Background: an optimization exercise with open tools, aiming at small area. Do not read the settings as production practice.
RTL that was checked went through simulation tests only; none was proved equivalent to the original.
No functional check of the RTL was part of runs 1 and 2.
Power figures rest on the tool's default switching activity, not on a simulated workload.

==> design.v <==
module ow_slave (
    input  wire       clk,
    input  wire       rst,
    input  wire       ow_in,
    output wire       ow_oe,
    input  wire       h_valid,
    input  wire [3:0] h_op,
    input  wire [7:0] h_a,
    input  wire [7:0] h_b,
    output reg        h_ack,
    output reg        h_ok,
    output reg  [7:0] h_rdata,
    output wire       busy,
    output wire       crit,
    output wire [2:0] err,
    output wire [7:0] err_cmd,
    output wire       od,
    output wire       attached,
    output wire       dispatched,
    output wire [3:0] phase,
    output wire [2:0] bt
);
    localparam [3:0] PH_IDLE         = 4'd0,
                     PH_WAIT_RESET   = 4'd1,
                     PH_CONFIRM_RESET= 4'd2,
                     PH_PRES_DELAY   = 4'd3,
                     PH_PRES_DRIVE   = 4'd4,
                     PH_PRES_RELEASE = 4'd5,
                     PH_RX_CMD       = 4'd6,
                     PH_D_RX_CMD     = 4'd7,
                     PH_D_RX_TA1     = 4'd8,
                     PH_D_RX_TA2     = 4'd9,
                     PH_D_TX_CRC1    = 4'd10,
                     PH_D_TX_DATA    = 4'd11,
                     PH_D_TX_CRC2    = 4'd12;
    localparam [2:0] BT_WAIT_HIGH = 3'd0,
                     BT_WAIT_FALL = 3'd1,
                     BT_SAMPLE    = 3'd2,
                     BT_DRIVE     = 3'd3,
                     BT_HOLD      = 3'd4;
    localparam [2:0] E_NONE          = 3'd0,
                     E_VERY_LONG_RST = 3'd2,
                     E_PRESENCE_LOW  = 3'd3,
                     E_SLOT_TIMEOUT  = 3'd4,
                     E_FIRST_BIT_TO  = 3'd5,
                     E_BAD_CMD       = 3'd6;
    localparam [3:0] OP_NOP        = 4'd0,
                     OP_POLL       = 4'd1,
                     OP_CLEAR_ERR  = 4'd2,
                     OP_ATTACH     = 4'd3,
                     OP_DETACH     = 4'd4,
                     OP_SET_OD     = 4'd5,
                     OP_MEM_WRITE  = 4'd6,
                     OP_MEM_READ   = 4'd7,
                     OP_SET_USED   = 4'd8,
                     OP_SET_REDIR  = 4'd9,
                     OP_GET_REDIR  = 4'd10,
                     OP_CLR_STATUS = 4'd11,
                     OP_STATUS_RD  = 4'd12,
                     OP_TRANSLATE  = 4'd13;
    localparam [11:0] C_IDLE     = 12'd4000,
                      C_HIGH     = 12'd500,
                      C_LOW1     = 12'd1999;       
    reg [3:0]  phase_r;
    reg [2:0]  bt_r;
    reg [11:0] cnt;
    reg [2:0]  err_r;
    reg [7:0]  err_cmd_r;
    reg        od_r;
    reg        attached_r;
    reg        dispatched_r;
    reg [2:0]  bit_r;
    reg [7:0]  sh;         
    reg        rd_ok;      
    reg [7:0]  crc8;
    reg [3:0]  used;       
    reg [1:0]  redir [0:3];   
    reg [7:0]  mem   [0:127];
    wire idle = (phase_r == PH_IDLE);
    assign ow_oe      = (phase_r == PH_PRES_DRIVE) || (bt_r == BT_DRIVE);
    assign busy       = !idle;
    assign crit       = (phase_r >= PH_RX_CMD);
    assign err        = err_r;
    assign err_cmd    = err_cmd_r;
    assign od         = od_r;
    assign attached   = attached_r;
    assign dispatched = dispatched_r;
    assign phase      = phase_r;
    assign bt         = bt_r;
    wire [7:0] xa     = idle ? h_a : sh;
    wire [1:0] xr     = redir[xa[6:5]];
    wire       xredir = !xa[7] && (xr != 2'd0);
    wire [7:0] xtr    = xredir ? {1'b0, xr, xa[4:0]} : xa;
    wire [6:0] raddr  = idle ? h_a[6:0] : xtr[6:0];
    wire        mem_we = h_valid && idle && (h_op == OP_MEM_WRITE) && !h_a[7];
    wire [15:0] nA;
    wire [7:0]  nB, nBw;
    wire [127:0] dec, en;
    genvar g, b;
    generate
        for (g = 0; g < 16; g = g + 1) begin : g_pa
            assign nA[g] = ~((raddr[6:3] == g) | rst);
        end
        for (g = 0; g < 8; g = g + 1) begin : g_pb
            assign nB[g]  = ~((raddr[2:0] == g) | rst);
            assign nBw[g] = ~(((raddr[2:0] == g) & mem_we) | rst);
        end
        for (g = 0; g < 128; g = g + 1) begin : g_dec
            ow_nor2 u_d (.a(nA[g >> 3]), .b(nB[g & 7]),  .y(dec[g]));
            ow_nor2 u_e (.a(nA[g >> 3]), .b(nBw[g & 7]), .y(en[g]));
        end
    endgenerate
    wire [7:0] rd;
    generate
        for (b = 0; b < 8; b = b + 1) begin : g_rd
            wire [42:0] l1;
            for (g = 0; g < 42; g = g + 1) begin : g_l1
                ow_a222oi u (.a1(dec[3*g]),   .a2(mem[3*g][b]),
                             .b1(dec[3*g+1]), .b2(mem[3*g+1][b]),
                             .c1(dec[3*g+2]), .c2(mem[3*g+2][b]), .y(l1[g]));
            end
            ow_a222oi u_l1e (.a1(dec[126]), .a2(mem[126][b]), .b1(dec[127]), .b2(mem[127][b]),
                             .c1(1'b0), .c2(1'b0), .y(l1[42]));
            ow_nand43 u_l2 (.a(l1), .y(rd[b]));
        end
    endgenerate
    wire accept = h_valid && !rst && idle;
    always @* begin
        h_ack   = 1'b0;
        h_ok    = 1'b0;
        h_rdata = 8'h00;
        if (accept) begin
            h_ack = 1'b1;
            case (h_op)
                OP_NOP:        h_ok = 1'b1;
                OP_POLL:       h_ok = attached_r;
                OP_CLEAR_ERR:  h_ok = 1'b1;
                OP_ATTACH:     h_ok = !attached_r;
                OP_DETACH:     h_ok = attached_r;
                OP_SET_OD:     h_ok = 1'b1;
                OP_MEM_WRITE:  h_ok = !h_a[7];
                OP_MEM_READ: begin
                    h_ok    = !h_a[7];
                    h_rdata = h_a[7] ? 8'hFF : rd;
                end
                OP_SET_USED:   h_ok = 1'b1;
                OP_SET_REDIR:  h_ok = (h_a[7:2] == 6'd0) && (h_b[7:2] == 6'd0);
                OP_GET_REDIR: begin
                    h_ok = 1'b1;
                    if (h_a[7:2] == 6'd0) h_rdata = {6'd0, redir[h_a[1:0]]};
                end
                OP_CLR_STATUS: h_ok = 1'b1;
                OP_STATUS_RD: begin
                    if (h_a[7:3] == 5'd0) begin
                        h_ok = 1'b1;
                        case (h_a[2:0])
                            3'd0:    h_rdata = {used, 4'hF};
                            3'd5,
                            3'd6:    h_rdata = 8'hFF;
                            3'd7:    h_rdata = 8'h00;
                            default: h_rdata = {6'h3F, ~redir[h_a[1:0] - 2'd1]};
                        endcase
                    end
                end
                OP_TRANSLATE: begin
                    h_ok    = 1'b1;
                    h_rdata = xtr;
                end
                default: ;
            endcase
        end
    end
    wire [7:0] mem_d = h_b | {8{rst}};
    generate
        for (g = 0; g < 128; g = g + 1) begin : g_mem
            always @(posedge clk)
                if (en[g]) mem[g] <= mem_d;
        end
    endgenerate
    wire cnt_last = (cnt == 12'd1);
    wire [11:0] cnt_dec = cnt - 12'd1;
    wire ph_wait    = (phase_r == PH_WAIT_RESET);
    wire ph_confirm = (phase_r == PH_CONFIRM_RESET);
    wire ph_delay   = (phase_r == PH_PRES_DELAY);
    wire ph_drive   = (phase_r == PH_PRES_DRIVE);
    wire ph_release = (phase_r == PH_PRES_RELEASE);
    wire byte_phase = crit;
    wire send_phase = (phase_r == PH_D_TX_CRC1) || (phase_r == PH_D_TX_DATA) ||
                      (phase_r == PH_D_TX_CRC2);
    wire data_phase = (phase_r == PH_D_TX_DATA);
    wire bt0 = (bt_r == BT_WAIT_HIGH);
    wire bt1 = (bt_r == BT_WAIT_FALL);
    wire [3:0] hi = crc8[3:0];
    wire hi_ok = (hi == 4'd10);       
    wire tx_bit   = data_phase ? rd[bit_r] : crc8[0];
    wire slot_bit = send_phase ? tx_bit : ow_in;
    wire crc_mix  = crc8[0] ^ slot_bit;
    wire [7:0] crc_fold = {1'b0, crc8[7:1]} ^ (crc_mix ? 8'h8C : 8'h00);
    wire [7:0] rx_byte  = {ow_in, sh[7:1]};
    wire slot_done = ((bt_r == BT_SAMPLE) && (ow_in || cnt_last)) ||
                     (((bt_r == BT_DRIVE) || (bt_r == BT_HOLD)) && cnt_last);
    wire byte_done = slot_done && (bit_r == 3'd7);
    wire [11:0] p_slot_max = od_r ? 12'd8  : 12'd60;
    wire [11:0] p_pres     = od_r ? 12'd12 : 12'd120;    
    wire [11:0] p_low_pre  = od_r ? (12'd2000 - 12'd14) : (12'd2000 - 12'd105);
    wire        low_short  = od_r ? (cnt > 12'd1952) : (cnt > 12'd1520);
    wire        low_normal = (cnt <= 12'd1520);           
    reg [11:0] cnt_val;
    reg        cnt_load;
    always @* begin
        cnt_load = 1'b0;
        cnt_val  = p_slot_max;
        case (phase_r)
            PH_WAIT_RESET: begin
                cnt_load = !ow_in && hi_ok;
                cnt_val  = C_LOW1;
            end
            PH_CONFIRM_RESET: begin
                cnt_load = ow_in;
                cnt_val  = low_short ? C_IDLE :
                           (od_r && !low_normal) ? 12'd4 : 12'd30;
            end
            PH_PRES_DELAY, PH_PRES_DRIVE: begin
                cnt_load = cnt_last;
                cnt_val  = p_pres;
            end
            PH_PRES_RELEASE: begin
                cnt_load = ow_in;
                cnt_val  = p_slot_max;
            end
            default: begin
                if (bt0) begin
                    cnt_load = ow_in || cnt_last;
                    cnt_val  = ow_in ? C_HIGH : p_low_pre;
                end else if (bt1) begin
                    cnt_load = !ow_in;
                    if (send_phase) begin
                        if (tx_bit) cnt_val = od_r ? 12'd6 : 12'd45;    
                        else        cnt_val = od_r ? 12'd4 : 12'd30;    
                    end else begin
                        cnt_val = od_r ? 12'd2 : 12'd15;                
                    end
                end else begin
                    cnt_load = slot_done;
                    cnt_val  = p_slot_max;
                end
            end
        endcase
    end
    always @(posedge clk) begin
        if (idle)          cnt <= C_IDLE;
        else if (cnt_load) cnt <= cnt_val;
        else               cnt <= cnt_dec;
    end
    always @(posedge clk) begin
        if (!byte_phase)    bit_r <= 3'd0;
        else if (slot_done) bit_r <= bit_r + 3'd1;
    end
    wire [7:0] next_addr = sh + 8'd1;
    always @(posedge clk) begin
        if (slot_done && (phase_r <= PH_D_RX_TA1)) sh <= rx_byte;
        else if (byte_done && data_phase)        sh <= next_addr;
    end
    always @(posedge clk) begin
        if (ph_wait)
            crc8 <= {4'd0, !ow_in ? 4'd0 : hi_ok ? 4'd10 : hi + 4'd1};
        else if (phase_r <= PH_RX_CMD)
            crc8 <= {7'd0, ph_confirm};
        else if (slot_done)
            crc8 <= (send_phase && !data_phase) ? {1'b0, crc8[7:1]} : crc_fold;
    end
    always @(posedge clk) begin
        if (phase_r == PH_RX_CMD)
            rd_ok <= 1'b1;
        else if (slot_done && (((phase_r == PH_D_RX_CMD) && (ow_in != bit_r[2])) ||
                               ((phase_r == PH_D_RX_TA2) && ow_in)))
            rd_ok <= 1'b0;
    end
    always @(posedge clk) begin
        if (rst) begin
            phase_r      <= PH_IDLE;
            bt_r         <= BT_WAIT_HIGH;
            err_r        <= E_NONE;
            err_cmd_r    <= 8'h00;
            od_r         <= 1'b0;
            attached_r   <= 1'b0;
            dispatched_r <= 1'b0;
            used         <= 4'hF;
            redir[0]     <= 2'd0;
            redir[1]     <= 2'd0;
            redir[2]     <= 2'd0;
            redir[3]     <= 2'd0;
        end else if (idle) begin
            if (h_valid) begin
                case (h_op)
                    OP_POLL: begin
                        err_r        <= E_NONE;
                        dispatched_r <= 1'b0;
                        if (attached_r) phase_r <= PH_WAIT_RESET;
                    end
                    OP_CLEAR_ERR: err_r <= E_NONE;
                    OP_ATTACH:    attached_r <= 1'b1;
                    OP_DETACH:    attached_r <= 1'b0;
                    OP_SET_OD:    od_r <= h_a[0];
                    OP_SET_USED:  if (h_a[7:2] == 6'd0) used[h_a[1:0]] <= 1'b0;
                    OP_SET_REDIR: begin
                        if ((h_a[7:2] == 6'd0) && (h_b[7:2] == 6'd0))
                            redir[h_a[1:0]] <= (h_a[1:0] == h_b[1:0]) ? 2'd0 : h_b[1:0];
                    end
                    OP_CLR_STATUS: begin
                        used     <= 4'hF;
                        redir[0] <= 2'd0;
                        redir[1] <= 2'd0;
                        redir[2] <= 2'd0;
                        redir[3] <= 2'd0;
                    end
                    default: ;
                endcase
            end
        end else begin
            case (phase_r)
                PH_WAIT_RESET: begin
                    if (!ow_in && hi_ok) begin
                        phase_r <= PH_CONFIRM_RESET;
                    end else if (cnt_last) begin
                        dispatched_r <= 1'b0;
                        phase_r      <= PH_IDLE;
                    end
                end
                PH_CONFIRM_RESET: begin
                    if (!ow_in) begin
                        if (cnt_last) begin
                            err_r        <= E_VERY_LONG_RST;
                            dispatched_r <= 1'b0;
                            phase_r      <= PH_IDLE;
                        end
                    end else if (low_short) begin
                        phase_r <= PH_WAIT_RESET;
                    end else begin
                        phase_r <= PH_PRES_DELAY;
                        if (low_normal) od_r <= 1'b0;
                    end
                end
                PH_PRES_DELAY: if (cnt_last) phase_r <= PH_PRES_DRIVE;
                PH_PRES_DRIVE: if (cnt_last) phase_r <= PH_PRES_RELEASE;
                PH_PRES_RELEASE: begin
                    if (ow_in) begin
                        phase_r <= PH_RX_CMD;
                        bt_r    <= BT_WAIT_HIGH;
                    end else if (cnt_last) begin
                        err_r        <= E_PRESENCE_LOW;
                        dispatched_r <= 1'b0;
                        phase_r      <= PH_IDLE;
                    end
                end
                default: begin
                    case (bt_r)
                        BT_WAIT_HIGH: begin
                            if (ow_in)
                                bt_r <= BT_WAIT_FALL;
                            else if (cnt_last)
                                phase_r <= PH_CONFIRM_RESET;
                        end
                        BT_WAIT_FALL: begin
                            if (!ow_in) begin
                                if (send_phase)
                                    bt_r <= tx_bit ? BT_HOLD : BT_DRIVE;
                                else
                                    bt_r <= BT_SAMPLE;
                            end else if (cnt_last) begin
                                err_r        <= (bit_r == 3'd0) ? E_FIRST_BIT_TO : E_SLOT_TIMEOUT;
                                dispatched_r <= 1'b0;
                                phase_r      <= PH_IDLE;
                                bt_r         <= BT_WAIT_HIGH;
                            end
                        end
                        default: begin
                            if (slot_done) begin
                                bt_r <= BT_WAIT_HIGH;
                                if (bit_r == 3'd7) begin
                                    case (phase_r)
                                        PH_RX_CMD: begin
                                            if (rx_byte == 8'hCC) begin
                                                phase_r <= PH_D_RX_CMD;
                                            end else begin
                                                err_cmd_r    <= rx_byte;
                                                err_r        <= E_BAD_CMD;
                                                dispatched_r <= 1'b0;
                                                phase_r      <= PH_IDLE;
                                            end
                                        end
                                        PH_D_RX_CMD: phase_r <= PH_D_RX_TA1;
                                        PH_D_RX_TA1: phase_r <= PH_D_RX_TA2;
                                        PH_D_RX_TA2: begin
                                            if (rd_ok && !ow_in) begin
                                                phase_r <= PH_D_TX_CRC1;
                                            end else begin
                                                dispatched_r <= 1'b1;
                                                phase_r      <= PH_IDLE;
                                            end
                                        end
                                        PH_D_TX_CRC1: begin
                                            phase_r <= sh[7] ? PH_D_TX_CRC2 : PH_D_TX_DATA;
                                        end
                                        PH_D_TX_DATA: begin
                                            phase_r <= next_addr[7] ? PH_D_TX_CRC2 : PH_D_TX_DATA;
                                        end
                                        default: begin
                                            dispatched_r <= 1'b1;
                                            phase_r      <= PH_IDLE;
                                        end
                                    endcase
                                end
                            end
                        end
                    endcase
                end
            endcase
        end
    end
endmodule
module ow_nor2(input a, b, output y); assign y = ~(a | b); endmodule
module ow_a222oi(input a1, a2, b1, b2, c1, c2, output y);
    assign y = ~((a1 & a2) | (b1 & b2) | (c1 & c2));
endmodule
module ow_nand43(input [42:0] a, output y); assign y = ~&a; endmodule
==> run.sh <==
#!/bin/bash
# synth_recipe.tcl (not shown) runs the flow's synth.tcl, then flattens the netlist and writes it again
# the make line also repeats each setting of config.mk as NAME=value (left out here)
make -C /OpenROAD-flow-scripts/flow DESIGN_CONFIG=/design/flow/config.mk WORK_HOME=/design/flow/orfs CLKGATE_MAP_FILE= SYNTH_SCRIPT=/design/flow/synth_recipe.tcl finish
==> config.mk <==
export PLATFORM = sky130hd
export DESIGN_NAME = ow_slave
export DESIGN_NICKNAME = ow_slave
export VERILOG_FILES = /design/flow/design.v
export SDC_FILE = /design/flow/constraint.sdc
export NUM_CORES = 4
export LEC_CHECK = 0
export CAP_MARGIN = 0
export CORE_MARGIN = 2
export CORE_UTILIZATION = 40
export CTS_BUF_LIST = sky130_fd_sc_hd__clkbuf_16
export CTS_CLUSTER_DIAMETER = 120
export CTS_CLUSTER_SIZE = 20
export PLACE_DENSITY = 0.6
export SLEW_MARGIN = 0
export SYNTH_HIERARCHICAL = 1
==> constraint.sdc <==
create_clock -name core_clock -period 12.0 [get_ports {clk}]
set_input_delay 2.4000 -clock core_clock [delete_from_list [all_inputs] [get_ports {clk}]]
set_output_delay 2.4000 -clock core_clock [all_outputs]
set_load 0.01 [all_outputs]
==> impl_metrics.env, run 1 <==
export IMPL_min_delay_start="used[2]"
export IMPL_finalMaxSlewViolations=0
export IMPL_reg2reg_slack_ns=4.14
export IMPL_max_cap_violations=0
export IMPL_grt_pass1_vias=24806
export IMPL_seqPwrFrac_pct=59.9
export IMPL_grt_max_degree=99
export IMPL_yosys_warnings=9
export IMPL_ys_types=77
export IMPL_total_power_mw=7.41
export IMPL_grt_overflow_total=0
export IMPL_startpoint_type="input pin"
export IMPL_cts_sinks=1089
export IMPL_ctsHoldBuffers=0
export IMPL_seq_area_um2=32300
export IMPL_gp_congestion=0.951
export IMPL_synth_edf_count=1044
export IMPL_fin_crit_ns=11.03
export IMPL_finish_net_count=2669
export IMPL_slew_headroom_pct=14.9
export IMPL_finalCritPeriodShare_pct=91.9
export IMPL_die_h_um=327
export IMPL_insertion_delay_ns=0.70
export IMPL_avgRoutedWirePerCell_um=28.1
export IMPL_fp_dieW_um=327
export IMPL_postSynthCellCount=2501
export IMPL_clock_power_share_pct=27.8
export IMPL_wirelength_um=113000
export IMPL_cts_tree="built"
export IMPL_post_synth_top_area_cell="edfxtp_1"
export IMPL_cts_root_buffer="clkbuf_16"
export IMPL_reg2reg_depth=25
export IMPL_num_io_pins=58
export IMPL_irDropWorstVdd_uv=128
export IMPL_drc=0
export IMPL_whs_path_depth=1
export IMPL_num_fill_cells=8888
export IMPL_drt_pass1_iter_count=8
export IMPL_rows=118
export IMPL_netlist_area_leader_share_pct=75.1
export IMPL_max_clock_freq_mhz=90.7
export IMPL_clockBufferDepth=3
export IMPL_crit_type="input pin to primary output"
export IMPL_area_growth_pct=10.1
export IMPL_finalHoldViolations=0
export IMPL_setup_viol=0
export IMPL_antenna_cells=0
export IMPL_worstPathRequired_ns=9.60
export IMPL_grt_pass1_wl_um=165000
export IMPL_status="finished clean"
export IMPL_h_tree_depth=2
export IMPL_clock_skew_ns=0.0543
export IMPL_p_sw_mw=1.88
export IMPL_p_per_area_nw_per_um2=161
export IMPL_drive_gt1_share_pct=6.40
export IMPL_synth_seq_area_share_pct=77.3
export IMPL_multi_input_area_um2=9290
export IMPL_p_sw_share_pct=25.3
export IMPL_syn_cell_area_um2=41700
export IMPL_tightest_slew_ns=1.27
export IMPL_initial_core_util_pct=40.3
export IMPL_combPwrFrac_pct=12.3
export IMPL_r2r_start="phase_r[3]"
export IMPL_post_cts_setup_buffers=0
export IMPL_worstHoldEndpoint="used[2]"
export IMPL_port_buffers=57
export IMPL_vias=25744
export IMPL_clkSlewWorstSetupHoldPaths_ns=0.10
export IMPL_endpoint_kind="primary output"
export IMPL_syn_area_per_cell_um2=16.7
export IMPL_track_usage_pct=20.5
export IMPL_p_int_mw=5.54
export IMPL_hold_path_class="flop to flop"
export IMPL_die_area_um2=107000
export IMPL_numCtsBuffers=60
export IMPL_cp_max_fo=13
export IMPL_first_iter_violations=4872
export IMPL_p_leak_nw=13.7
export IMPL_crit_arrival_ns=8.63
export IMPL_async_flop_share_pct=0
export IMPL_final_antenna_net_count=0
export IMPL_antenna_found_initial=0
export IMPL_r2r_end="cnt[5]"
export IMPL_core_area_um2=103000
export IMPL_netlist_top_cells_area="edfxtp_1 75%, a222oi_1 8.3%, nor2_1 2.9%"
export IMPL_whs_ns=0.469
export IMPL_rsz0062_at_grt="no"
export IMPL_ys_ff_latch=1089
export IMPL_fin_setup_tns_ns=0
export IMPL_dominantRegCellSynth="edfxtp_1"
export IMPL_dpl_hpwl_um=72200
export IMPL_cts_resized_gates=0
export IMPL_vias_per_cell=6.40
## modules after synthesis (local to each module, per instance)
module | cells | flip-flops and latches
ow_a222oi | 1 | 0
ow_nand43 | 15 | 0
ow_nor2 | 1 | 0
ow_slave | 1781 | 1089
## power by group through the flow
stage               Combinational, mW  Clock, mW  Sequential (mW)
global route                    0.970       2.23             4.45
CTS                             0.898       2.10             4.44
global placement                0.879          0             4.52
floorplan                       0.534          0             4.50
detailed placement              0.896          0             4.53
finish                          0.914       2.06             4.44
## synthesized netlist by cell type (6+ instances only)
cell type	count
o31ai_1	7
edfxtp_1	1044
nor3b_1	7
nor4_1	25
nor2b_1	6
or2_2	23
dfxtp_1	45
clkbuf_1	40
mux4_2	6
o21a_1	9
nor2_1	322
nand4_1	82
a21oi_1	68
or4_1	6
xor2_1	9
nand2_1	66
nand3_1	39
a21o_1	12
mux2i_1	29
nor3_1	33
o21ai_0	44
or3_1	11
a211oi_1	18
buf_2	9
nand3b_1	9
xnor2_1	15
a222oi_1	345
ha_1	19
a31oi_1	10
o21ai_1	6
inv_1	20
nand2b_1	11
and2_1	10
## metrics by stage
step                      utilization [%]  cell area (um^2)  setup slack, ns  cells
after floorplan                         -             41800             4.12   2516
after global placement               42.8             44300             1.30   3944
after detailed placement             42.8             44300             1.28   3944
after CTS                            44.4             45900             1.26   4020
after global routing                 44.4             45900            0.757   4020
final                                44.4             45900            0.970   4020
## worst max-delay path by stage
| stage | startpoint | endpoint | slack, ns |
|---|---|---|---|
| 6_report | h_a[7] | h_rdata[3] | 0.97 |
| 4_1_cts | h_a[7] | h_rdata[1] | 1.26 |
| 2_1_floorplan | h_a[7] | h_rdata[2] | 4.12 |
| 5_1_grt | h_a[7] | h_rdata[3] | 0.76 |
| 3_5_place_dp | h_a[7] | h_rdata[1] | 1.28 |
| 3_3_place_gp | h_a[1] | h_rdata[1] | 1.30 |
## cell families after synthesis
group	Yosys count	share of synthesized area (%)
DFF	1089	77.3
muxes	40	1.15
and+or+nand+nor	681	7.99
other	1	0.00899
adders and majority gates	19	0.570
AOI/OAI and AO/OA	568	11.7
buffers and inverters	79	0.774
xor gates and xnor gates	24	0.504
## sequential cells by signal (all words and copies together), names as in the netlist
name,cells
crc8,8
dispatched_r,1
od_r,1
sh,8
bit_r,3
mem,1024
bt_r,3
redir,8
attached_r,1
cnt,12
phase_r,4
rd_ok,1
err_r,3
err_cmd_r,8
used,4
## critical path, stage by stage
cell             delay [ns]
clkdlybuf4s50_1        0.68
mux2_2                 0.49
o2111a_1               0.32
nor2_1                 0.17
nor2_1                 0.11
a21oi_1                0.73
buf_4                  0.29
nor2_1                 0.14
a222oi_1               0.59
nand4_1                0.23
nor4_1                 0.82
nand3_1                0.34
o21a_1                 0.27
nor3_1                 0.42
nor2_1                 0.11
clkdlybuf4s50_1        0.50
## cell type report
class	instances	area share, %
timing repair buffer	104	2.03
clock inverter	15	0.223
clock buffer	61	3.32
sequential	1089	70.2
tap	1380	3.76
multi-input combinational	1348	20.2
inverter	23	0.188
## routing by layer
metal | vias up | global-route usage (%) | share of wire [%]
met5 | - | 0 | 0
met4 | 0 | 6.29 | 3.3
met3 | 218 | 5.10 | 11
met2 | 1553 | 32.7 | 47
met1 | 13007 | 27.9 | 39
li1 | 10966 | - | -
## cells in the final DEF, fill, tap and decap left out, types with 6 or more instances in the layout
master / netlist / final
xnor2_1: 15 / 15
xor2_1: 9 / 9
nand2b_1: 11 / 11
nor2b_1: 6 / 6
a21o_1: 12 / 12
dfxtp_1: 45 / 45
a31oi_1: 10 / 6
mux4_2: 6 / 6
nor4_1: 25 / 25
nand4_1: 82 / 82
nand3_1: 39 / 39
ha_1: 19 / 19
edfxtp_1: 1044 / 1044
conb_1: 1 / 16
nor3_1: 33 / 33
or2_2: 23 / 15
nand3b_1: 9 / 9
buf_4: 0 / 46
and2_1: 10 / 10
o31ai_1: 7 / 7
a21oi_1: 68 / 63
o21a_1: 9 / 9
mux2i_1: 29 / 29
nor2_1: 322 / 322
o21ai_1: 6 / 6
nand2_1: 66 / 66
nor3b_1: 7 / 7
or4_1: 6 / 6
clkdlybuf4s50_1: 0 / 56
or3_1: 11 / 11
o21ai_0: 44 / 44
a222oi_1: 345 / 345
inv_1: 20 / 31
clkbuf_16: 0 / 61
a211oi_1: 18 / 18
or2_4: 0 / 8
==> run 2, diff against run 1 <==
--- a/config.mk
+++ b/config.mk
@@ -6,11 +6,11 @@
 export NUM_CORES = 4
 export LEC_CHECK = 0
-export CAP_MARGIN = 0
+export CAP_MARGIN = 20
 export CORE_MARGIN = 2
 export CORE_UTILIZATION = 40
 export CTS_BUF_LIST = sky130_fd_sc_hd__clkbuf_16
-export CTS_CLUSTER_DIAMETER = 120
-export CTS_CLUSTER_SIZE = 20
+export CTS_CLUSTER_DIAMETER = 100
+export CTS_CLUSTER_SIZE = 25
 export PLACE_DENSITY = 0.6
-export SLEW_MARGIN = 0
+export SLEW_MARGIN = 20
 export SYNTH_HIERARCHICAL = 1
==> impl_metrics.env, run 2 <==
export IMPL_fin_util_pct=44.2
export IMPL_area_growth_pct=9.57
export IMPL_die_area_um2=107000
export IMPL_p_per_area_nw_per_um2=159
export IMPL_cts_sinks=1089
export IMPL_cts_root_buffer="clkbuf_16"
export IMPL_insertion_delay_ns=0.66
export IMPL_vias_per_cell=6.38
export IMPL_cts_tree="built"
export IMPL_max_clock_freq_mhz=90.6
export IMPL_yosysMostFrequentCell="edfxtp_1"
export IMPL_hold_path_class="flop to flop"
export IMPL_regMostFlops="mem"
export IMPL_vias=25580
export IMPL_first_iter_violations=5256
export IMPL_p_leak_nw=13.6
export IMPL_grt_pass1_wl_um=164000
export IMPL_startpoint_type="input pin"
export IMPL_ys_types=77
export IMPL_avgRoutedWirePerCell_um=28.1
export IMPL_wirelength_um=113000
export IMPL_dpl_cell_area_um2=44300
export IMPL_endpoint_kind="primary output"
export IMPL_slew_headroom_pct=27.6
export IMPL_ys_ff_latch=1089
export IMPL_fin_crit_ns=11.03
export IMPL_irDropWorstVdd_uv=114
export IMPL_ctsHoldBuffers=0
export IMPL_final_common_cell="edfxtp_1"
export IMPL_largest_register_ffs=1024
export IMPL_syn_area_per_cell_um2=16.7
export IMPL_core_area_um2=103000
export IMPL_status="finished clean"
export IMPL_design_area_um2=45700
export IMPL_cp_max_fo=13
export IMPL_final_antenna_net_count=0
export IMPL_crit_type="input pin to primary output"
export IMPL_cts_resized_gates=0
export IMPL_netlist_top_cells_area="edfxtp_1 75%, a222oi_1 8.3%, nor2_1 2.9%"
export IMPL_netlist_area_leader_share_pct=75.1
export IMPL_async_flop_share_pct=0
export IMPL_clockBufferDepth=3
export IMPL_antenna_found_initial=0
export IMPL_reg_top3="mem x1024, cnt x12"
export IMPL_clock_skew_ns=0.0276
export IMPL_finalMaxSlewViolations=0
export IMPL_post_cts_setup_buffers=0
export IMPL_mostFrequentLayoutCells="1044 x edfxtp_1, 345 x a222oi_1, 322 x nor2_1"
export IMPL_dpl_hpwl_um=72200
export IMPL_antenna_cells=0
export IMPL_postSynthCellCount=2501
export IMPL_crit_arrival_ns=8.63
export IMPL_tightest_slew_ns=1.09
export IMPL_synth_seq_area_share_pct=77.3
export IMPL_instances_no_fill=4009
export IMPL_die_h_um=327
export IMPL_clkSlewWorstSetupHoldPaths_ns=0.11
export IMPL_numCtsBuffers=51
export IMPL_drive_gt1_share_pct=6.31
export IMPL_gp_congestion=0.951
export IMPL_syn_cell_area_um2=41700
export IMPL_drc=0
export IMPL_grt_pass1_vias=24718
export IMPL_setup_viol=0
export IMPL_max_cap_violations=0
export IMPL_port_buffers=57
export IMPL_finalHoldViolations=0
export IMPL_synth_common_cells="1044 x edfxtp_1, 345 x a222oi_1, 322 x nor2_1"
export IMPL_rsz0062_at_grt="no"
export IMPL_yosys_warnings=9
export IMPL_post_synth_top_area_cell="edfxtp_1"
export IMPL_finish_net_count=2660
export IMPL_grt_overflow_total=0
export IMPL_synth_edf_count=1044
export IMPL_dominantRegCellSynth="edfxtp_1"
export IMPL_num_io_pins=58
export IMPL_drt_pass1_iter_count=10
export IMPL_initial_core_util_pct=40.3
export IMPL_fin_setup_tns_ns=0
export IMPL_placed_cells=3944
export IMPL_fp_dieW_um=327
export IMPL_finalCritPeriodShare_pct=91.9
export IMPL_worstPathRequired_ns=9.60
export IMPL_h_tree_depth=2
export IMPL_grt_max_degree=99
export IMPL_rows=118
export IMPL_track_usage_pct=20.5
==> run 2: per-module statistics from Yosys (local to each module, per instance) <==
module	cells inside	copies in the design
ow_nor2	1	256
ow_a222oi	1	344
ow_slave	1781	1
ow_nand43	15	8
==> run 2: path summary, 6_finish.rpt <==
kind	endpoint	from	depth (start not counted)	slack, ns
worst max-delay path	h_rdata[3]	h_a[7]	16	0.97
worst min-delay path	used[2]	used[2]	1	0.47
worst max register to register	cnt[5]	phase_r[3]	25	4.11
worst min register to register	used[2]	used[2]	1	0.47
==> run 2: worst max-delay path: stages <==
cell and delay (ns):
clkdlybuf4s50_1 0.72, mux2_2 0.51, o2111a_1 0.32, nor2_1 0.17, nor2_1 0.11, a21oi_1 0.71, buf_4 0.29, nor2_1 0.14
a222oi_1 0.58, nand4_1 0.23, nor4_1 0.85, nand3_1 0.35, o21a_1 0.27, nor3_1 0.40, nor2_1 0.08, clkdlybuf4s50_1 0.50
==> run 2: area by class of cell <==
| class | instances | area [um^2] |
|---|---|---|
| clock buffer | 52 | 1300 |
| timing repair buffer | 104 | 935 |
| fill | 8915 | 57800 |
| clock inverter | 13 | 115 |
| multi-input combinational | 1348 | 9300 |
| tap | 1380 | 1730 |
| inverter | 23 | 86.3 |
| sequential | 1089 | 32300 |
==> run 2: report_power, final <==
part	internal [mW]	switching, mW
clock network	0.794	1.13
registers	4.38	0.0574
logic	0.242	0.673
==> run 2: logic make-up after synthesis <==
kind of cell | Yosys count | share of synthesized area (%)
DFF | 1089 | 77.3
and+or+nand+nor | 681 | 7.99
AOI/OAI and AO/OA | 568 | 11.7
buffers and inverters | 79 | 0.774
muxes | 40 | 1.15
xor gates and xnor gates | 24 | 0.504
adders and majority gates | 19 | 0.570
other | 1 | 0.00899
==> run 2: layer usage <==
metal	routed length, um	vias to the layer above	track usage, %
met2	52300	1585	32.4
li1	-	10929	-
met5	0	-	0.133
met3	12200	196	4.58
met4	3750	0	6.60
met1	44400	12870	28.2
==> run 2: metrics by stage <==
| stage | setup slack [ns] | total power [mW] | hold WS, ns |
|---|---|---|---|
| 2_1_floorplan | 4.12 | 5.03 | 0.421 |
| 3_3_place_gp | 1.30 | 5.40 | 0.443 |
| 3_5_place_dp | 1.31 | 5.42 | 0.440 |
| 4_1_cts | 1.29 | 7.30 | 0.467 |
| 5_1_grt | 0.802 | 7.52 | 0.487 |
| 6_report | 0.967 | 7.28 | 0.468 |
==> run 3, diff against run 2 <==
--- a/design.v
+++ b/design.v
@@ -114,5 +114,5 @@
     generate
         for (b = 0; b < 8; b = b + 1) begin : g_rd
-            wire [42:0] l1;
+            wire [41:0] l1;
             for (g = 0; g < 42; g = g + 1) begin : g_l1
                 ow_a222oi u (.a1(dec[3*g]),   .a2(mem[3*g][b]),
@@ -120,7 +120,6 @@
                              .c1(dec[3*g+2]), .c2(mem[3*g+2][b]), .y(l1[g]));
             end
-            ow_a222oi u_l1e (.a1(dec[126]), .a2(mem[126][b]), .b1(dec[127]), .b2(mem[127][b]),
-                             .c1(1'b0), .c2(1'b0), .y(l1[42]));
-            ow_nand43 u_l2 (.a(l1), .y(rd[b]));
+            ow_rdtail u_l2 (.a(l1[41:0]), .d0(dec[126]), .q0(mem[126][b]),
+                            .d1(dec[127]), .q1(mem[127][b]), .y(rd[b]));
         end
     endgenerate
@@ -424,3 +423,5 @@
     assign y = ~((a1 & a2) | (b1 & b2) | (c1 & c2));
 endmodule
-module ow_nand43(input [42:0] a, output y); assign y = ~&a; endmodule
+module ow_rdtail(input [41:0] a, input d0, q0, d1, q1, output y);
+    assign y = ~(&a) | (d0 & q0) | (d1 & q1);
+endmodule
==> impl_metrics.env, run 3 <==
export IMPL_status="finished clean"
export IMPL_p_sw_mw=1.86
export IMPL_max_clock_freq_mhz=92.2
export IMPL_netlist_area_leader_share_pct=75.2
export IMPL_postSynthCellCount=2500
export IMPL_num_fill_cells=8919
export IMPL_clockBufferDepth=3
export IMPL_mostFrequentLayoutCells="1044 x edfxtp_1, 337 x a222oi_1, 330 x nor2_1"
export IMPL_grtUsageMet2_pct=33.6
export IMPL_synth_edf_count=1044
export IMPL_grt_busiest_layer="met2"
export IMPL_cp_max_fo=12
export IMPL_h_tree_depth=2
export IMPL_syn_area_per_cell_um2=16.7
export IMPL_reg_top3="mem x1024, cnt x12"
export IMPL_regMostFlops="mem"
export IMPL_cts_sinks=1089
export IMPL_core_area_um2=103000
export IMPL_avgRoutedWirePerCell_um=28.5
export IMPL_fp_dieW_um=327
export IMPL_post_cts_setup_buffers=0
export IMPL_finalMaxSlewViolations=0
export IMPL_clock_power_share_pct=26.3
export IMPL_gp_congestion=0.884
export IMPL_port_buffers=57
export IMPL_fin_setup_tns_ns=0
export IMPL_vias_per_cell=6.43
export IMPL_finish_net_count=2638
export IMPL_final_common_cell="edfxtp_1"
export IMPL_post_synth_top_area_cell="edfxtp_1"
export IMPL_tightest_slew_ns=1.08
export IMPL_initial_core_util_pct=40.3
export IMPL_met3_usage_pct=3.10
export IMPL_grt_pass1_vias=24804
export IMPL_grt_max_degree=101
export IMPL_clock_skew_ns=0.0260
export IMPL_seqPwrFrac_pct=61.1
export IMPL_worstPathRequired_ns=9.60
export IMPL_ys_types=76
export IMPL_cts_tree="built"
export IMPL_wirelength_um=114000
export IMPL_p_leak_nw=13.6
export IMPL_p_sw_share_pct=25.5
export IMPL_hold_path_class="flop to flop"
export IMPL_setup_viol=0
export IMPL_irDropWorstVdd_uv=108
export IMPL_startpoint_type="input pin"
export IMPL_crit_type="input pin to primary output"
export IMPL_clkSlewWorstSetupHoldPaths_ns=0.10
export IMPL_multi_input_area_um2=9220
export IMPL_r2r_end="cnt[5]"
export IMPL_slew_headroom_pct=28.2
export IMPL_synth_common_cells="1044 x edfxtp_1, 337 x a222oi_1, 330 x nor2_1"
export IMPL_vias=25689
export IMPL_antenna_found_initial=1
export IMPL_p_int_mw=5.41
export IMPL_num_io_pins=58
export IMPL_grt_pass1_wl_um=167000
export IMPL_grt_overflow_total=0
export IMPL_finalCritPeriodShare_pct=90.4
export IMPL_die_h_um=327
export IMPL_cts_root_buffer="clkbuf_16"
export IMPL_critical_path_startpoint="h_a[1]"
export IMPL_crit_end="h_rdata[3]"
export IMPL_yosys_warnings=9
export IMPL_combPwrFrac_pct=12.7
export IMPL_netlist_top_cells_area="edfxtp_1 75%, a222oi_1 8.1%, nor2_1 3.0%"
export IMPL_r2r_start="phase_r[1]"
export IMPL_die_area_um2=107000
export IMPL_drt_pass1_iter_count=9
export IMPL_cts_resized_gates=0
export IMPL_async_flop_share_pct=0
export IMPL_max_cap_violations=0
export IMPL_syn_cell_area_um2=41700
export IMPL_seq_area_um2=32300
export IMPL_reg2reg_slack_ns=4.04
export IMPL_p_per_area_nw_per_um2=159
export IMPL_dominantRegCellSynth="edfxtp_1"
export IMPL_drive_gt1_share_pct=6.00
export IMPL_final_antenna_net_count=0
export IMPL_dpl_hpwl_um=71700
export IMPL_track_usage_pct=20.8
export IMPL_numCtsBuffers=50
export IMPL_grt_util_met1_pct=29.3
export IMPL_rsz0062_at_grt="no"
export IMPL_first_iter_violations=4419
export IMPL_reg2reg_depth=24
export IMPL_largest_register_ffs=1024
export IMPL_fin_crit_ns=10.84
export IMPL_synth_seq_area_share_pct=77.3
export IMPL_ctsHoldBuffers=0
export IMPL_ys_ff_latch=1089
export IMPL_insertion_delay_ns=0.65
export IMPL_rows=118
export IMPL_yosysMostFrequentCell="edfxtp_1"
export IMPL_whs_ns=0.465
export IMPL_endpoint_kind="primary output"
export IMPL_finalHoldViolations=0
export IMPL_drc=0
export IMPL_area_growth_pct=9.35
export IMPL_crit_arrival_ns=8.44
run 3: metal layers:
metal	part of all wire, %	vias up
li1	-	10908
met1	41	13126
met2	47	1459
met3	9.0	196
met4	3.0	0
met5	0	-
run 3: worst min path at each step:
stage                       start       to  slack (ns)  cells after the start
final                     used[2]  used[2]        0.47                      1
after global routing        rd_ok    rd_ok        0.49                      2
after CTS                   rd_ok    rd_ok        0.47                      2
after detailed placement  used[2]  used[2]        0.45                      1
after global placement    used[3]  used[3]        0.43                      1
after floorplan           used[0]  used[0]        0.42                      1
run 3: critical path, cell delays in order:
cell	delay [ns]
clkdlybuf4s50_1	0.68
mux2i_1	0.94
nor2_1	0.20
a21oi_2	0.66
buf_12	0.26
nor2_1	0.16
a222oi_1	0.58
nand4_1	0.27
nor4_1	0.73
nand4_1	0.42
o21a_1	0.30
nor3_1	0.19
nor2_1	0.12
clkdlybuf4s50_1	0.50
run 3: area by class of cell:
type                            instances  area share, %
Sequential cell                      1089           70.7
Multi-Input combinational cell       1332           20.2
Inverter                               23          0.189
Tap cell                             1380           3.79
Timing Repair Buffer                   99           1.98
Antenna cell                            1        0.00549
Clock buffer                           50           2.74
Clock inverter                         24          0.359
run 3: power by group through the flow:
stage	combinational, mW	sequential, mW	clock [mW]
after detailed placement	0.908	4.52	0
final	0.921	4.44	1.91
after CTS	0.909	4.44	1.95
after floorplan	0.534	4.50	0
after global placement	0.888	4.52	0
after global routing	0.977	4.45	2.08
run 3: per-module statistics from Yosys, one instance, submodules excluded:
module	flip-flops and latches	area (um^2)	cells
ow_rdtail	0	97.6	16
ow_slave	1089	36600	1780
ow_nor2	0	3.75	1
ow_a222oi	0	10.0	1
run 3: kinds of logic (layout without fill, tap and decap cells):
group | count (synthesis) | after routing | share of synthesized area [%]
flops | 1089 | 1089 | 77.3
simple gates | 681 | 681 | 7.97
compound gates | 568 | 568 | 11.7
buf+inv | 79 | 196 | 0.774
mux | 40 | 40 | 1.16
xor+xnor | 24 | 24 | 0.504
fa+ha+maj | 19 | 19 | 0.570
other cells | 0 | 1 | 0
run 3: through the flow:
step / setup slack [ns] / area (um^2) / util [%] / std cells / power [mW]
global placement: 1.36 / 44200 / 42.7 / 3922 / 5.41
finish: 1.16 / 45600 / 44.1 / 3998 / 7.27
CTS: 1.22 / 45600 / 44.0 / 3997 / 7.29
floorplan: 4.10 / 41700 / - / 2500 / 5.03
global route: 0.943 / 45600 / 44.1 / 3997 / 7.51
detailed placement: 1.25 / 44200 / 42.7 / 3923 / 5.43
==> run 4, diff against run 3 <==
==> flow/run.sh (new file) <==
#!/bin/bash
# The standard layout (standard.sh), with the port buffers made of the
# smallest buffer cell instead of the default choice. ORFS's output goes to
# standard.log in this folder.
set -euo pipefail
bash standard.sh "BUFFER_PORTS_ARGS=-buffer_cell sky130_fd_sc_hd__buf_1" finish > standard.log 2>&1
==> standard.sh (new file) <==
#!/bin/bash
# synth_recipe.tcl (not shown) runs the flow's synth.tcl, then flattens the netlist and writes it again
# the make line also repeats each setting of config.mk as NAME=value (left out here)
make -C /OpenROAD-flow-scripts/flow DESIGN_CONFIG=/design/flow/config.mk WORK_HOME=/design/flow/orfs CLKGATE_MAP_FILE= SYNTH_SCRIPT=/design/flow/synth_recipe.tcl "${@:-finish}"
removed: run.sh
==> impl_metrics.env, run 4 <==
export IMPL_die_h_um=327
export IMPL_reg_top3="mem x1024, cnt x12"
export IMPL_max_cap_violations=0
export IMPL_crit_arrival_ns=7.59
export IMPL_post_synth_top_area_cell="edfxtp_1"
export IMPL_fin_setup_tns_ns=0
export IMPL_die_area_um2=107000
export IMPL_irDropWorstVdd_uv=109
export IMPL_fin_crit_ns=9.99
export IMPL_slew_headroom_pct=27.6
export IMPL_startpoint_type="input pin"
export IMPL_dp_slack_ns=2.23
export IMPL_synth_common_cells="1044 x edfxtp_1, 337 x a222oi_1, 330 x nor2_1"
export IMPL_clkSlewWorstSetupHoldPaths_ns=0.10
export IMPL_numCtsBuffers=51
export IMPL_cp_max_fo=13
export IMPL_antenna_found_initial=5
export IMPL_insertion_delay_ns=0.66
export IMPL_netlist_top_cells_area="edfxtp_1 75%, a222oi_1 8.1%, nor2_1 3.0%"
export IMPL_ys_ff_latch=1089
export IMPL_worstPathRequired_ns=9.60
export IMPL_slowest_delay_ns=0.78
export IMPL_grt_overflow_total=0
export IMPL_final_antenna_net_count=0
export IMPL_synth_edf_count=1044
export IMPL_crit_type="input pin to primary output"
export IMPL_clock_skew_ns=0.0335
export IMPL_max_clock_freq_mhz=100
export IMPL_cts_resized_gates=0
export IMPL_core_area_um2=103000
export IMPL_async_flop_share_pct=0
export IMPL_setup_viol=0
export IMPL_finalMaxSlewViolations=0
export IMPL_post_cts_setup_buffers=0
export IMPL_finish_net_count=2642
export IMPL_track_usage_pct=20.6
export IMPL_synth_seq_area_share_pct=77.3
export IMPL_largest_register_ffs=1024
export IMPL_cts_tree="built"
export IMPL_ys_types=76
export IMPL_cts_root_buffer="clkbuf_16"
export IMPL_p_per_area_nw_per_um2=161
export IMPL_drive_gt1_share_pct=6.31
export IMPL_fp_dieW_um=327
export IMPL_drt_pass1_iter_count=10
export IMPL_p_leak_nw=13.4
export IMPL_clockBufferDepth=3
export IMPL_num_fill_cells=8941
export IMPL_finalHoldViolations=0
export IMPL_rsz0062_at_grt="no"
export IMPL_regMostFlops="mem"
export IMPL_finalCritPeriodShare_pct=83.3
export IMPL_yosysMostFrequentCell="edfxtp_1"
export IMPL_ctsHoldBuffers=0
export IMPL_path_cells="buf_1, mux2i_1, a31oi_4, buf_4, nor2_1, a222oi_1, nand4_1, nor4_1, nand4_1, o21a_1, nor3_1, nor2_1, buf_1"
export IMPL_yosys_warnings=9
export IMPL_dominantRegCellSynth="edfxtp_1"
export IMPL_drc=0
export IMPL_mostFrequentLayoutCells="1044 x edfxtp_1, 337 x a222oi_1, 330 x nor2_1"
export IMPL_finalWorstSetupSlack_ns=2.01
export IMPL_dpl_hpwl_um=72400
export IMPL_syn_area_per_cell_um2=16.7
export IMPL_first_iter_violations=5023
export IMPL_area_growth_pct=8.59
export IMPL_num_io_pins=58
export IMPL_endpoint_kind="primary output"
export IMPL_syn_cell_area_um2=41700
export IMPL_rows=118
export IMPL_wirelength_um=113000
export IMPL_grt_pass1_vias=24791
export IMPL_gp_congestion=0.916
export IMPL_initial_core_util_pct=40.3
export IMPL_final_common_cell="edfxtp_1"
export IMPL_vias=25704
export IMPL_avgRoutedWirePerCell_um=28.3
export IMPL_tightest_slew_ns=1.09
export IMPL_grt_max_degree=87
export IMPL_netlist_area_leader_share_pct=75.2
export IMPL_h_tree_depth=2
export IMPL_grt_pass1_wl_um=166000
export IMPL_postSynthCellCount=2500
export IMPL_hold_path_class="flop to flop"
export IMPL_port_buffers=57
export IMPL_status="finished clean"
export IMPL_vias_per_cell=6.43
export IMPL_cts_sinks=1089
export IMPL_slowest_stage="a31oi_4"
[run 4: area by class of cell]
class	instances	area, um^2	area share (%)
inverter	23	86.3	0.191
antenna	1	2.50	0.00553
clock buffer	52	1300	2.87
clock inverter	18	134	0.296
multi-input combinational	1332	9220	20.4
timing repair buffer	102	553	1.22
tap	1380	1730	3.81
sequential	1089	32300	71.2
[run 4: report_power, final]
group | internal (mW) | leakage [nW] | total (mW) | switching (mW)
clock network | 0.794 | 0.726 | 1.93 | 1.14
logic | 0.232 | 3.13 | 0.910 | 0.678
registers | 4.38 | 9.56 | 4.44 | 0.0555
total | 5.41 | 13.4 | 7.28 | 1.87
[run 4: modules after synthesis (local to each module, per instance)]
module     copies in the design  area [um^2]  flip-flops and latches
ow_a222oi                   336         10.0                       0
ow_rdtail                     8         97.6                       0
ow_nor2                     256         3.75                       0
ow_slave                      1        36600                    1089
[run 4: worst paths after layout]
check	start	endpoint	cells after the start	slack (ns)
worst max-delay path	h_a[0]	h_rdata[3]	13	2.01
worst max register to register	phase_r[0]	cnt[5]	22	4.51
worst min-delay path	used[2]	used[2]	1	0.46
worst min register to register	used[2]	used[2]	1	0.46
[run 4: kinds of logic (layout without fill, tap and decap cells)]
kind of cell	after synthesis	in the layout	share of synthesized area, %
AO/OA/AOI/OAI	568	568	11.7
XOR/XNOR	24	24	0.504
adder cells (fa/ha/maj)	19	19	0.570
buffers and inverters	79	195	0.774
flip-flops	1089	1089	77.3
multiplexers	40	40	1.16
other	0	1	0
AND/OR/NAND/NOR	681	681	7.97
[run 4: metrics by stage]
step / util [%] / power (mW) / area [um^2] / hold WS, ns / instances
after floorplan: - / 5.03 / 41700 / 0.421 / 2500
after global placement: 42.4 / 5.40 / 43800 / 0.433 / 3926
after detailed placement: 42.4 / 5.42 / 43800 / 0.435 / 3926
after CTS: 43.7 / 7.31 / 45300 / 0.457 / 3996
after global routing: 43.7 / 7.51 / 45300 / 0.483 / 3997
final: 43.7 / 7.28 / 45300 / 0.465 / 3997
[run 4: metal layers]
metal  share of wire (%)  vias up  global-route usage (%)  routed length, um
met3                 9.6      208                    3.76              10900
met5                   0        -                       0                  0
li1                    -    10907                       -                  -
met4                 2.9        0                    6.05               3280
met2                  48     1519                    33.6              54100
met1                  40    13070                    28.3              44800
[run 4: worst max-delay path, delay by kind of cell]
kind / cells / cell delay (ns)
buffers and inverters: 3 / 1.08
AO/OA/AOI/OAI: 3 / 1.64
multiplexers: 1 / 0.51
AND/OR/NAND/NOR: 6 / 1.92
==> run 5, diff against run 4 <==
--- a/design.v
+++ b/design.v
@@ -94,19 +94,17 @@
     wire [6:0] raddr  = idle ? h_a[6:0] : xtr[6:0];
     wire        mem_we = h_valid && idle && (h_op == OP_MEM_WRITE) && !h_a[7];
-    wire [15:0] nA;
-    wire [7:0]  nB, nBw;
-    wire [127:0] dec, en;
+    wire [15:0] pA;
+    wire [7:0]  pB;
+    wire [127:0] dec;
     genvar g, b;
     generate
         for (g = 0; g < 16; g = g + 1) begin : g_pa
-            assign nA[g] = ~((raddr[6:3] == g) | rst);
+            assign pA[g] = (raddr[6:3] == g) | rst;
         end
         for (g = 0; g < 8; g = g + 1) begin : g_pb
-            assign nB[g]  = ~((raddr[2:0] == g) | rst);
-            assign nBw[g] = ~(((raddr[2:0] == g) & mem_we) | rst);
+            assign pB[g] = (raddr[2:0] == g) | rst;
         end
         for (g = 0; g < 128; g = g + 1) begin : g_dec
-            ow_nor2 u_d (.a(nA[g >> 3]), .b(nB[g & 7]),  .y(dec[g]));
-            ow_nor2 u_e (.a(nA[g >> 3]), .b(nBw[g & 7]), .y(en[g]));
+            ow_and2 u_d (.a(pA[g >> 3]), .b(pB[g & 7]), .y(dec[g]));
         end
     endgenerate
@@ -170,9 +168,9 @@
         end
     end
-    wire [7:0] mem_d = h_b | {8{rst}};
+    wire [7:0] mem_d = rst ? 8'hFF : mem_we ? h_b : rd;
     generate
         for (g = 0; g < 128; g = g + 1) begin : g_mem
             always @(posedge clk)
-                if (en[g]) mem[g] <= mem_d;
+                if (dec[g]) mem[g] <= mem_d;
         end
     endgenerate
@@ -419,5 +417,5 @@
     end
 endmodule
-module ow_nor2(input a, b, output y); assign y = ~(a | b); endmodule
+module ow_and2(input a, b, output y); assign y = a & b; endmodule
 module ow_a222oi(input a1, a2, b1, b2, c1, c2, output y);
     assign y = ~((a1 & a2) | (b1 & b2) | (c1 & c2));
--- a/config.mk
+++ b/config.mk
@@ -11,5 +11,5 @@
 export CTS_BUF_LIST = sky130_fd_sc_hd__clkbuf_16
 export CTS_CLUSTER_DIAMETER = 100
-export CTS_CLUSTER_SIZE = 25
+export CTS_CLUSTER_SIZE = 30
 export PLACE_DENSITY = 0.6
 export SLEW_MARGIN = 20
==> impl_metrics.env, run 5 <==
export IMPL_rsz0062_at_grt="no"
export IMPL_postSynthCellCount=2364
export IMPL_yosys_warnings=9
export IMPL_vias=23923
export IMPL_irDropWorstVdd_uv=133
export IMPL_drt_pass1_iter_count=7
export IMPL_num_io_pins=58
export IMPL_dominantRegCellSynth="edfxtp_1"
export IMPL_synth_edf_count=1044
export IMPL_cts_sinks=1089
export IMPL_startpoint_type="input pin"
export IMPL_initial_core_util_pct=40.3
export IMPL_slowest_delay_ns=0.69
export IMPL_grt_pass1_wl_um=148000
export IMPL_clkSlewWorstSetupHoldPaths_ns=0.09
export IMPL_instances_no_fill=3842
export IMPL_avgRoutedWirePerCell_um=25.7
export IMPL_max_cap_violations=0
export IMPL_h_tree_depth=2
export IMPL_ys_types=89
export IMPL_rows=118
export IMPL_largest_register_ffs=1024
export IMPL_fin_util_pct=43.4
export IMPL_mostFrequentLayoutCells="1044 x edfxtp_1, 337 x a222oi_1, 138 x and2_1"
export IMPL_die_area_um2=106000
export IMPL_crit_buf_inv=3
export IMPL_p_leak_nw=10.6
export IMPL_grt_busiest_layer="met2"
export IMPL_final_antenna_net_count=0
export IMPL_synth_seq_area_share_pct=77.6
export IMPL_syn_cell_area_um2=41500
export IMPL_cp_max_fo=16
export IMPL_first_iter_violations=4033
export IMPL_track_usage_pct=17.9
export IMPL_hold_path_class="flop to flop"
export IMPL_ys_ff_latch=1089
export IMPL_r2r_start="phase_r[1]"
export IMPL_cts_resized_gates=0
export IMPL_clockBufferDepth=3
export IMPL_crit_family="simple AND/OR/NAND/NOR gates"
export IMPL_dpl_cell_area_um2=43500
export IMPL_post_synth_top_area_cell="edfxtp_1"
export IMPL_placed_cells=3776
export IMPL_max_clock_freq_mhz=96.0
export IMPL_p_per_area_nw_per_um2=163
export IMPL_worstHoldEndpoint="err_r[0]"
export IMPL_clock_skew_ns=0.0248
export IMPL_slowest_stage="a21oi_1"
export IMPL_crit_type="input pin to primary output"
export IMPL_reg_top3="mem x1024, cnt x12"
export IMPL_numCtsBuffers=44
export IMPL_worstPathRequired_ns=9.60
export IMPL_ctsHoldBuffers=0
export IMPL_regMostFlops="mem"
export IMPL_whs_path_depth=2
export IMPL_reg2reg_depth=24
export IMPL_die_h_um=326
export IMPL_drc=0
export IMPL_wirelength_um=98600
export IMPL_area_growth_pct=7.87
export IMPL_core_area_um2=103000
export IMPL_fin_setup_tns_ns=0
export IMPL_setup_viol=0
export IMPL_dpl_hpwl_um=60800
export IMPL_tightest_slew_ns=1.12
export IMPL_post_cts_setup_buffers=0
export IMPL_cts_root_buffer="clkbuf_16"
export IMPL_finalCritPeriodShare_pct=86.8
export IMPL_slew_headroom_pct=24.9
export IMPL_endpoint_kind="primary output"
export IMPL_antenna_found_initial=7
export IMPL_path_cells="buf_1, inv_1, nor2_1, a21oi_1, nor2_1, nand2_1, nand2_1, and2_1, a222oi_1, nand4_1, nor4_1, nand4_1, o21ai_0, a31oi_1, buf_1"
export IMPL_final_common_cell="edfxtp_1"
export IMPL_min_delay_start="err_r[0]"
export IMPL_synth_common_cells="1044 x edfxtp_1, 337 x a222oi_1, 138 x and2_1"
export IMPL_cts_tree="built"
export IMPL_async_flop_share_pct=0
export IMPL_finalMaxSlewViolations=0
export IMPL_grt_pass1_vias=22791
export IMPL_status="finished clean"
export IMPL_met3_usage_pct=1.97
export IMPL_netlist_area_leader_share_pct=75.5
export IMPL_reg2reg_slack_ns=2.90
export IMPL_grtUsageMet2_pct=29.0
export IMPL_vias_per_cell=6.23
export IMPL_gp_congestion=0.895
export IMPL_netlist_top_cells_area="edfxtp_1 75%, a222oi_1 8.1%, dfxtp_1 2.2%"
export IMPL_grt_util_met1_pct=26.2
export IMPL_design_area_um2=44800
export IMPL_drive_gt1_share_pct=5.37
export IMPL_finalHoldViolations=0
export IMPL_crit_arrival_ns=8.02
export IMPL_fin_crit_ns=10.42
export IMPL_grt_max_degree=102
export IMPL_yosysMostFrequentCell="edfxtp_1"
export IMPL_fp_dieW_um=326
export IMPL_r2r_end="cnt[3]"
export IMPL_finish_net_count=2485
export IMPL_insertion_delay_ns=0.64
export IMPL_syn_area_per_cell_um2=17.6
export IMPL_grt_overflow_total=0
export IMPL_port_buffers=57
run 5: cell types whose count changed in the layout (fill, tap and decap cells not counted), sizes merged, moves of 11 or more:
cell,before,now
and2,14,139
or2,23,5
a31oi,10,21
a21oi,68,53
buf,101,84
nand2,74,90
nor2,331,84
run 5: worst max-delay path by stage:
stage	from	to	slack [ns]	cells past startpoint
6_report	h_a[1]	h_rdata[7]	1.58	15
5_1_grt	h_a[1]	h_rdata[7]	1.42	15
4_1_cts	h_a[1]	h_rdata[7]	1.69	15
3_5_place_dp	h_a[1]	h_rdata[7]	1.70	15
3_3_place_gp	h_a[1]	h_rdata[3]	1.76	16
2_1_floorplan	h_a[6]	h_rdata[2]	4.05	14
run 5: through the flow:
step	hold slack, ns	power [mW]	setup WS [ns]
after detailed placement	0.438	5.53	1.70
after CTS	0.475	7.37	1.69
final	0.476	7.32	1.58
after floorplan	0.421	5.14	4.05
after global routing	0.503	7.59	1.42
after global placement	0.437	5.50	1.76
run 5: per-layer routing:
metal / vias up / share of wire (%)
li1: 10430 / -
met1: 12420 / 44
met2: 963 / 48
met3: 108 / 6.6
met4: 2 / 1.7
met5: - / 0.0081
run 5: kinds of logic (layout without fill, tap and decap cells):
kind of cell	count (synthesis)	after routing	share of synthesized area, %
DFF	1089	1089	77.6
and+or+nand+nor	537	537	7.13
other	0	3	0
xor gates and xnor gates	24	24	0.506
buffers and inverters	77	172	1.01
AOI/OAI and AO/OA	572	572	11.9
adders and majority gates	19	19	0.572
muxes	46	46	1.30
run 5: where the power goes:
group	switching (mW)	internal, mW
Sequential	0.0229	4.27
Clock	1.10	0.766
Combinational	0.838	0.324
Total	1.96	5.36
run 5: layout make-up:
type                    count  area (um^2)
diodes                      3         7.51
clock buffers              45         1130
clock inverters            18          219
fillers                  8910        58400
inverters                  25         93.8
multi-input cells        1198         8970
flip-flops and latches   1089        32300
well taps                1380         1730
repair buffers             84          420
run 5: tightest hold or removal path, cell delays in order (launching register included):
cell     delay [ns]
dfxtp_1        0.33
nand2_1        0.07
a21oi_2        0.05
run 5: per-module statistics from Yosys (local to each module, per instance):
module	flip-flops and latches	cell area [um^2]	cells inside
ow_slave	1089	36600	1772
ow_rdtail	0	97.6	16
ow_and2	0	6.26	1
ow_a222oi	0	10.0	1
==> run 6, diff against run 5 <==
==> run.sh (new file) <==
#!/bin/bash
# synth_recipe.tcl (not shown) runs the flow's synth.tcl, then flattens the netlist and writes it again
# the make line also repeats each setting of config.mk as NAME=value (left out here)
make -C /OpenROAD-flow-scripts/flow DESIGN_CONFIG=/design/flow/config.mk WORK_HOME=/design/flow/orfs CLKGATE_MAP_FILE= SYNTH_SCRIPT=/design/flow/synth_recipe.tcl finish
removed: flow/run.sh
removed: standard.sh
==> impl_metrics.env, run 6 <==
export IMPL_status="finished clean"
export IMPL_cts_root_buffer="clkbuf_16"
export IMPL_port_buffers=57
export IMPL_setup_viol=0
export IMPL_cts_sinks=1089
export IMPL_ys_ff_latch=1089
export IMPL_slew_headroom_pct=22.0
export IMPL_hold_path_class="flop to flop"
export IMPL_final_common_cell="edfxtp_1"
export IMPL_initial_core_util_pct=40.3
export IMPL_h_tree_depth=2
export IMPL_die_h_um=326
export IMPL_avgRoutedWirePerCell_um=25.8
export IMPL_syn_cell_area_um2=41500
export IMPL_placed_cells=3780
export IMPL_finalWorstSetupSlack_ns=0.980
export IMPL_clkSlewWorstSetupHoldPaths_ns=0.11
export IMPL_slowest_stage="o21ai_0"
export IMPL_finalCritPeriodShare_pct=91.8
export IMPL_crit_top_cell="o21ai_0"
export IMPL_vias_per_cell=6.25
export IMPL_mostFrequentLayoutCells="1044 x edfxtp_1, 337 x a222oi_1, 138 x and2_1"
export IMPL_netlist_top_cells_area="edfxtp_1 75%, a222oi_1 8.1%, dfxtp_1 2.2%"
export IMPL_cp_max_fo=16
export IMPL_area_growth_pct=8.94
export IMPL_post_cts_setup_buffers=0
export IMPL_core_area_um2=103000
export IMPL_insertion_delay_ns=0.64
export IMPL_instances_no_fill=3843
export IMPL_cts_resized_gates=0
export IMPL_die_area_um2=106000
export IMPL_antenna_found_initial=5
export IMPL_finalHoldViolations=0
export IMPL_worstPathRequired_ns=9.60
export IMPL_wirelength_um=99300
export IMPL_synth_seq_area_share_pct=77.6
export IMPL_max_cap_violations=0
export IMPL_crit_arrival_ns=8.62
export IMPL_post_synth_top_area_cell="edfxtp_1"
export IMPL_fp_dieW_um=326
export IMPL_numCtsBuffers=46
export IMPL_num_io_pins=58
export IMPL_clockBufferDepth=3
export IMPL_rows=118
export IMPL_final_antenna_net_count=0
export IMPL_yosysMostFrequentCell="edfxtp_1"
export IMPL_slowest_delay_ns=0.85
export IMPL_dpl_hpwl_um=61500
export IMPL_rsz0062_at_grt="no"
export IMPL_ctsHoldBuffers=0
export IMPL_postSynthCellCount=2364
export IMPL_ys_types=89
export IMPL_vias=24017
export IMPL_netlist_area_leader_share_pct=75.5
export IMPL_yosys_warnings=9
export IMPL_finalMaxSlewViolations=0
export IMPL_first_iter_violations=4030
export IMPL_p_per_area_nw_per_um2=163
export IMPL_drive_gt1_share_pct=5.65
export IMPL_finish_net_count=2491
export IMPL_async_flop_share_pct=0
export IMPL_syn_area_per_cell_um2=17.6
export IMPL_track_usage_pct=18.0
export IMPL_gp_congestion=0.897
export IMPL_p_leak_nw=10.8
export IMPL_fin_setup_tns_ns=0
export IMPL_startpoint_type="input pin"
export IMPL_tightest_slew_ns=1.17
export IMPL_grt_overflow_total=0
export IMPL_cts_tree="built"
export IMPL_crit_type="input pin to primary output"
export IMPL_dominantRegCellSynth="edfxtp_1"
export IMPL_grt_max_degree=105
export IMPL_irDropWorstVdd_uv=96.2
export IMPL_largest_register_ffs=1024
export IMPL_regMostFlops="mem"
export IMPL_drc=0
export IMPL_path_cells="clkdlybuf4s50_1, mux2i_1, mux2_2, o2bb2ai_1, o22ai_1, nand2_1, o21ai_0, and2_1, a222oi_1, nand4_1, nor4_1, nand4_1, o21ai_0, o21ai_0, a21oi_1, a21oi_1, clkdlybuf4s50_1"
export IMPL_fin_crit_ns=11.02
export IMPL_dp_slack_ns=1.01
export IMPL_reg_top3="mem x1024, cnt x12"
export IMPL_grt_pass1_vias=22690
export IMPL_max_clock_freq_mhz=90.7
export IMPL_grt_pass1_wl_um=148000
export IMPL_synth_edf_count=1044
export IMPL_clock_skew_ns=0.0305
export IMPL_synth_common_cells="1044 x edfxtp_1, 337 x a222oi_1, 138 x and2_1"
export IMPL_drt_pass1_iter_count=6
export IMPL_endpoint_kind="primary output"
run 6: cell counts after synthesis:
No cell type changed its count.
run 6: final cells by class:
cell class | count | area (um^2)
Antenna cell | 1 | 2.50
Clock buffer | 49 | 1230
Clock inverter | 13 | 185
Fill cell | 8853 | 57900
Inverter | 25 | 93.8
Multi-Input combinational cell | 1198 | 8970
Sequential cell | 1089 | 32300
Tap cell | 1380 | 1730
Timing Repair Buffer | 88 | 811
run 6: where the power goes:
group	internal, mW	total, mW	switching [mW]
clock	0.789	1.93	1.14
sequential	4.27	4.29	0.0241
combinational	0.339	1.18	0.839
total	5.39	7.40	2.01
run 6: kinds of logic after synthesis:
family | Yosys count | share of synthesized area [%]
and+or+nand+nor | 537 | 7.13
muxes | 46 | 1.30
adders and majority gates | 19 | 0.572
DFF | 1089 | 77.6
AOI/OAI and AO/OA | 572 | 11.9
xor gates and xnor gates | 24 | 0.506
buffers and inverters | 77 | 1.01
run 6: worst paths after layout:
check                                start          to  slack [ns]  cells past startpoint
worst max-delay path                h_a[6]  h_rdata[1]        0.98                     17
worst min-delay path               used[0]     used[0]        0.46                      1
worst max register to register  phase_r[1]      cnt[3]        2.71                     25
worst min register to register     used[0]     used[0]        0.46                      1
run 6: per-module statistics from Yosys (local to each module, per instance):
module | cells inside | flops+latches | copies in the design | area [um^2]
ow_a222oi | 1 | 0 | 336 | 10.0
ow_slave | 1772 | 1089 | 1 | 36600
ow_rdtail | 16 | 0 | 8 | 97.6
ow_and2 | 1 | 0 | 128 | 6.26
run 6: per-stage QoR:
stage	hold WS [ns]	total power, mW	instance area (um^2)	utilization [%]
after floorplan	0.421	5.14	41500	-
after global placement	0.434	5.52	43800	42.5
after detailed placement	0.436	5.55	43800	42.5
after CTS	0.463	7.45	45200	43.8
after global routing	0.488	7.68	45300	43.9
final	0.465	7.40	45300	43.9
run 6: routing by layer:
metal	vias up	global-route usage (%)	wire length, um	part of all wire (%)
met5	-	0	0	0
met4	0	3.50	1630	1.6
met3	122	2.23	7050	7.1
met2	1036	29.4	47500	48
met1	12431	26.2	43000	43
li1	10428	-	-	-
run 6: worst max-delay path: cells and delay by family:
| family | cells | cell delay [ns] |
|---|---|---|
| AO/OA/AOI/OAI | 8 | 2.47 |
| AND/OR/NAND/NOR | 5 | 1.65 |
| buffers and inverters | 2 | 1.11 |
| multiplexers | 2 | 0.97 |

-- afterwards: timing with drivers on the ports --
How much do the figures lean on ideal ports? The routed layouts below were timed once more, with nothing changed but the port constraints.
Step 1 assumes that a clkbuf_16 drives the clock port and a buf_2 every other input.
Step 2 also shifts input and output timing later by t, the mid clock arrival at the registers, as if the neighbouring blocks saw the same clock.
a / b / c = ideal / step 1 / step 2; a / b = the first two.
| run | t (ns) | setup WS [ns] | slew at the worst register clock pin (ns) |
|---|---|---|---|
| run 1 | 0.736 | 0.970 / 0.940 / 0.940 | 0.10 / 0.10 |
| run 2 | 0.716 | 0.967 / 0.942 / 0.942 | 0.11 / 0.11 |
| run 3 | 0.710 | 1.155 / 1.125 / 1.125 | 0.11 / 0.11 |
| run 4 | 0.718 | 2.010 / 1.975 / 1.975 | 0.10 / 0.10 |
| run 5 | 0.692 | 1.583 / 1.559 / 1.559 | 0.11 / 0.11 |
| run 6 | 0.693 | 0.980 / 0.953 / 0.953 | 0.11 / 0.11 |
After both steps every run listed still meets setup and hold. The setup slack of run 4, which loses most, moves by -0.035 ns with the drivers and by -0.035 ns with both steps.
